This is an optimization exercise on Yosys and OpenROAD, whose aim is small area, not a production implementation. Only simulation tests tie the RTL to the original design; equivalence was not proved.

==> inputs of branch pepper <==
Design pp_core, start of the top module:
module pp_core (
    input  wire         clk,
    input  wire         rst,
    input  wire         cmd_valid,
    output wire         cmd_ready,
    input  wire [3:0]   cmd_code,
    input  wire [271:0] cmd_arg,
    output reg          rsp_valid,
    output reg  [1:0]   rsp_status,
    output wire [65:0]  rsp_data,
    output reg          tx_open_req,
    input  wire         tx_open_ack,
    input  wire         tx_open_ok,
    output reg          tx_wr_valid,
    output wire [31:0]  tx_wr_data,
    input  wire         tx_done,
    input  wire         tx_fail,
    output reg          tx_close,
    output wire [1:0]   phase,
    output wire [2:0]   err,
    output wire [1:0]   dstate
);
    localparam C_PARH   = 4'h1, C_PAR32 = 4'h2, C_ENCW  = 4'h3, C_TOBYTES = 4'h4,
               C_COUNT  = 4'h5, C_CMASK = 4'h6, C_PACKH = 4'h7, C_PACKB   = 4'h8,
               C_ENCPAT = 4'h9, C_LOAD  = 4'hA, C_START = 4'hB, C_LEN     = 4'hC,
               C_GET    = 4'hD, C_TICK  = 4'hE, C_STOP  = 4'hF;
    localparam PH_BUILD = 2'd0, PH_PLAY = 2'd1, PH_STOPPED = 2'd2, PH_HALT = 2'd3;
    localparam ST_OK = 2'd0, ST_REFUSED = 2'd1, ST_ERROR = 2'd2;
    localparam E_NONE = 3'd0, E_CONFIG = 3'd1, E_OPEN = 3'd2, E_WRITE = 3'd3, E_INDEX = 3'd4;
    reg  [511:0] cat;
    reg  [6:0]  cat_len;
  ...
export LEC_CHECK = 0
export CAP_MARGIN = 20
export CORE_MARGIN = 2
export CORE_UTILIZATION = 40
export CTS_CLUSTER_DIAMETER = 110
export CTS_CLUSTER_SIZE = 26
export PLACE_DENSITY = 0.6
export SLEW_MARGIN = 20
export SYNTH_HIERARCHICAL = 1
create_clock -name core_clock -period 12.0 [get_ports {clk}]
standard.sh (not shown) runs the stock make flow with config.mk's settings and CLKGATE_MAP_FILE= SYNTH_SCRIPT=/design/flow/synth_recipe.tcl, a recipe that flattens the netlist after the stock synthesis.
==> flow/flow/run.sh <==
#!/bin/bash
# The standard layout, with each port buffered by the smallest buffer
# (sky130_fd_sc_hd__buf_1) instead of the default clkdlybuf4s50_1.
set -euo pipefail
export BUFFER_PORTS_ARGS="-buffer_cell sky130_fd_sc_hd__buf_1"
bash standard.sh finish > flow_standard.log 2>&1
==> inputs of branch violet, as changes to branch pepper <==
==> flow/flow/run.sh (replaced) <==
#!/bin/bash
# The standard layout, with each port buffered by the smallest buffer
# (sky130_fd_sc_hd__buf_1) instead of the default clkdlybuf4s50_1, and with
# OpenROAD's power recovery (downsizing of gates off the critical paths)
# after global routing.
set -euo pipefail
export BUFFER_PORTS_ARGS="-buffer_cell sky130_fd_sc_hd__buf_1"
export RECOVER_POWER=100
bash standard.sh finish > flow_standard.log 2>&1
- CTS_CLUSTER_DIAMETER: 110 -> 80
- CTS_CLUSTER_SIZE: 26 -> 24
==> flow_metrics.py <==
metrics = {
    "setup_path": {
        "cp_common_cell": "fa_1",
    },
    "cells_and_area": {
        "layout.cells.non_filler": 3012,
        "clock_area_share_pct": 2.418,
        "multi_input_area_share_pct": 34.58,
    },
    "global_route": {
        "met2_usage_pct": 38.61,
    },
    "run_status": {
        "run_status": "no timing/DRC/antenna violations",
    },
}
Source of the figures above: branch pepper

==> flow_metrics.py <==
metrics = {
    "run_status": {
        "so_faults": "capacitance limit, slew limit",
        "run_status": "complete, but fails checks",
    },
    "setup_path": {
        "cp_common_cell": "nand3_1",
    },
    "sta": {
        "drv_slew": 510,
    },
    "flow_run": {
        "cap_violations": 7,
    },
}
Source of the figures above: branch violet


========
==> run E <==
pp_core, a different RTL version from the one above (not shown whole).
clock: 12.0 ns
lec_check: 0
cap_margin: 20
core_margin: 2
core_utilization: 40
cts_buf_list: sky130_fd_sc_hd__clkbuf_4
place_density: 0.6
slew_margin: 20
synth_hierarchical: 1
==> flow/flow/run.sh <==
#!/bin/bash
# The standard layout, with each port buffered by the smallest buffer
# (sky130_fd_sc_hd__buf_1) instead of the default clkdlybuf4s50_1.
set -euo pipefail
export BUFFER_PORTS_ARGS="-buffer_cell sky130_fd_sc_hd__buf_1"
bash standard.sh finish > flow_standard.log 2>&1
==> run Y (differences from run E) <==
--- a/flow/design.v
+++ b/flow/design.v
@@ -52,36 +52,46 @@
     wire [31:0] w = cmd_arg[31:0];
     wire        p_lo = ^w[15:0];
     wire        p_hi = ^w[31:16];
     wire        p_w  = p_lo ^ p_hi;
     wire [8:0]  count;
     pp_popcnt u_pop (.s(cmd_arg[255:0]), .c(count));
-    wire        sel_cur = cmd_code[3] & cmd_code[2] & cmd_code[1];
-    wire        sel_pp  = cmd_code[0] & ~cmd_code[2];
+    wire [3:0]  code_eff = busy ? C_TICK : cmd_code;
+    wire        sel_cur = code_eff[3] & code_eff[2] & code_eff[1];
+    wire        sel_pp  = code_eff[0] & ~code_eff[2];
     wire [15:0] pm = sel_cur ? {10'd0, cursor} : sel_pp ? cmd_arg[271:256] : cmd_arg[15:0];
-    reg  [4:0]  m3s;
-    reg  [1:0]  m3;
-    integer k;
-    always @* begin
-        m3s = 5'd0;
-        for (k = 0; k < 8; k = k + 1)
-            m3s = m3s + {3'd0, pm[2*k +: 2]};    
-        m3 = m3s % 5'd3;
-    end
+    function [1:0] m3add;
+        input [1:0] x, y;
+        reg   [2:0] t;
+        begin
+            t = x + y;
+            m3add = (t >= 3'd3) ? t - 3'd3 : t[1:0];
+        end
+    endfunction
+    function [1:0] m3dig;
+        input [1:0] d;
+        begin
+            m3dig = (d == 2'd3) ? 2'd0 : d;
+        end
+    endfunction
+    wire [1:0] m3 = m3add(m3add(m3add(m3dig(pm[1:0]),   m3dig(pm[3:2])),
+                                m3add(m3dig(pm[5:4]),   m3dig(pm[7:6]))),
+                          m3add(m3add(m3dig(pm[9:8]),   m3dig(pm[11:10])),
+                                m3add(m3dig(pm[13:12]), m3dig(pm[15:14]))));
     wire [8:0]  mask = {{3{m3 == 2'd2}}, {3{m3 == 2'd1}}, {3{m3 == 2'd0}}};
     wire [31:0] body = {pm[7:0], mask, 14'd0, ~^pm[7:0]};
     wire [5:0]  slot = cat_len[5:0] + ~pm[5:0];
     wire [7:0]  rd;
     pp_rdmux u_rd (.d(cat), .a(slot), .q(rd));
     wire        get_bad = cmd_arg[15:0] >= {9'd0, cat_len};
     wire [1:0]  cnt_lo_nx = (cnt_lo == 2'd2) ? 2'd0 : cnt_lo + 2'd1;
     wire [1:0]  cnt_hi_nx = (cnt_lo != 2'd2) ? cnt_hi : (cnt_hi == 2'd2) ? 2'd0 : cnt_hi + 2'd1;
     wire [5:0]  cursor_nx = ({1'b0, cursor} + 7'd1 == cat_len) ? 6'd0 : cursor + 6'd1;
     reg [31:0] rw_nx;
     always @* begin
-        case (cmd_code)
+        case (code_eff)
             C_PARH:    rw_nx = {30'd0, p_hi, p_lo};
             C_PAR32:   rw_nx = {31'd0, p_w};
             C_ENCW:    rw_nx = {w[31:1], w[0] ^ p_w};
             C_TOBYTES: rw_nx = w;
             C_COUNT:   rw_nx = {23'd0, count};
             C_CMASK:   rw_nx = {23'd0, mask};
@@ -97,16 +107,14 @@
     wire [31:0] hdr = {4'hF, rc, 20'h42000} | {31'd0, ^rc};
     assign rsp_data = ({66{f_low}}  & {34'd0, rw})
                     | ({66{f_ent}}  & {2'd0, hdr, 32'd0})
                     | ({66{f_tick}} & {hdr, rw, cnt_hi});
     assign tx_wr_data = wr_body ? rw : hdr;
     always @(posedge clk) begin
-        if (!busy) begin
-            rw <= open_wait ? {29'd0, E_OPEN} : rw_nx;
-            rc <= cmd_code[2] ? rd : count[7:0];
-        end
+        rw <= open_wait ? {29'd0, E_OPEN} : rw_nx;
+        rc <= code_eff[2] ? rd : count[7:0];
     end
     always @(posedge clk) begin
         f_low  <= 1'b0;
         f_ent  <= 1'b0;
         f_tick <= 1'b0;
         if (open_wait) begin
@@ -128,12 +136,13 @@
                 C_TICK:  f_tick <= phase_r == PH_PLAY && !stop_req;
                 default: ;
             endcase
         end
     end
     always @(posedge clk) begin
+        rsp_status <= ST_OK;
         if (rst) begin
             cat_len     <= 7'd0;
             cursor      <= 6'd0;
             cnt_hi      <= 2'd0;
             cnt_lo      <= 2'd0;
             phase_r     <= PH_BUILD;
@@ -168,12 +177,13 @@
                     end
                 end
             end else if (busy) begin
                 if (tx_done) begin
                     wr_hdr  <= 1'b0;
                     wr_body <= 1'b0;
+                    if (wr_body) cursor <= cursor_nx;
                     if (tx_fail) begin
                         if (err_r == E_NONE) err_r <= E_WRITE;
                         tx_close <= 1'b1;           
                         phase_r  <= PH_HALT;
                     end else if (wr_hdr) begin
                         tx_wr_valid <= 1'b1;
@@ -221,13 +231,12 @@
                         if (phase_r != PH_PLAY) begin
                             rsp_status <= ST_REFUSED;
                         end else if (stop_req) begin
                             tx_close <= 1'b1;
                             phase_r  <= PH_STOPPED;
                         end else begin
-                            cursor      <= cursor_nx;
                             cnt_hi      <= cnt_hi_nx;
                             cnt_lo      <= cnt_lo_nx;
                             tx_wr_valid <= 1'b1;
                             wr_hdr      <= 1'b1;
                         end
                     end
@@ -259,13 +268,19 @@
             end
             pp_ao8 u_r (.d(grp), .s(row), .q(q[b]));
         end
     endgenerate
 endmodule
 module pp_ao8 (input wire [7:0] d, input wire [7:0] s, output wire q);
-    assign q = |(d & s);
+    wire n0, n1;
+    pp_aoi222 u0 (.a(d[2:0]), .s(s[2:0]), .y(n0));
+    pp_aoi222 u1 (.a(d[5:3]), .s(s[5:3]), .y(n1));
+    assign q = ~(n0 & n1) | (d[6] & s[6]) | (d[7] & s[7]);
+endmodule
+module pp_aoi222 (input wire [2:0] a, input wire [2:0] s, output wire y);
+    assign y = ~((a[0] & s[0]) | (a[1] & s[1]) | (a[2] & s[2]));
 endmodule
 module pp_popcnt (input wire [255:0] s, output wire [8:0] c);
   wire n257, n258;
   pp_fa un257 (.a(s[0]), .b(s[1]), .c(s[2]), .s(n257), .co(n258));
   wire n259, n260;
   pp_fa un259 (.a(s[3]), .b(s[4]), .c(s[5]), .s(n259), .co(n260));
--- a/flow/config.mk
+++ b/flow/config.mk
@@ -5,10 +5,11 @@
 export SDC_FILE = /design/flow/constraint.sdc
 export NUM_CORES = 4
 export LEC_CHECK = 0
 export CAP_MARGIN = 20
 export CORE_MARGIN = 2
 export CORE_UTILIZATION = 40
-export CTS_BUF_LIST = sky130_fd_sc_hd__clkbuf_4
+export CTS_CLUSTER_DIAMETER = 80
+export CTS_CLUSTER_SIZE = 24
 export PLACE_DENSITY = 0.6
 export SLEW_MARGIN = 20
 export SYNTH_HIERARCHICAL = 1
==> notes <==
In run Y the hold slack is higher than in run E, by 0.035 ns.
Against run E, the core utilization of run Y is lower by 0.88 points.
Against run E, the critical path depth of run Y is lower by 3.
In run E the routed wire length is higher than in run Y, by 7.4%.
==> figures <==
metric                                                          run E        run Y
Number of cells after detailed placement                         3191         3118
Fraction of area in non-clock buffers                          4.842%       5.156%
Share of cells above drive strength 1                          13.39%       4.975%
Die X                                                        276.8 um     273.6 um
Period minus WS final                                        9.600 ns     8.835 ns
CP startpoint                                             cmd_code[2]  cmd_code[3]
Iteration-0 DRC count of the detailed router                     1786         2463
Pin count of the biggest net entering global routing              184          202
Status                               no timing/DRC/antenna violations  no timing/DRC/antenna violations
DP Worst Slack                                               1.536 ns     2.374 ns
Insertion delay to the later sink of the worst-skew pair      0.98 ns      0.62 ns
Sequential element share of the synthesized area               58.10%       58.06%
Hold Slack                                                  0.4119 ns    0.4464 ns
Count of clock-net buffers in the final layout                    222           35
Num tapcells                                                      969          950

==> afterwards: timing with drivers on the ports <==
The flow's constraints put no driver on any port. The routed layouts listed below were extracted and timed again, unchanged, in two steps. Step 1: set_driving_cell puts a clkbuf_16 on clk and a buf_2 on each other input, an assumption about the parent block. Step 2, shift: input delay + t, output delay - t, t = (earliest + latest rising clock arrival at the registers) / 2. This alone moves slack from input paths to output paths. a / b / c = ideal ports / drivers / drivers and shift; a / b = the first two.
| run | t (ns) | slack for setup (ns) | hold WS [ns] | clock arrival spread, ns | slew at the worst register clock pin (ns) |
|---|---|---|---|---|---|
| branch pepper | 0.644 | 2.871 / 2.884 / 2.240 | 0.453 / 0.453 / 0.453 | 0.018 / 0.018 | 0.11 / 0.11 |
| branch violet | 0.657 | 2.138 / 2.169 / 1.511 | 0.439 / 0.439 / 0.439 | 0.024 / 0.025 | 0.10 / 0.10 |
| run E | 1.010 | 2.400 / 2.414 / 1.405 | 0.412 / 0.412 / 0.412 | 0.063 / 0.063 | 0.08 / 0.08 |
| run Y | 0.675 | 3.165 / 3.202 / 2.527 | 0.446 / 0.446 / 0.446 | 0.025 / 0.024 | 0.10 / 0.10 |
For run E, which loses most, drivers alone change the setup slack by +0.014 ns; drivers and shift together by -0.995 ns.
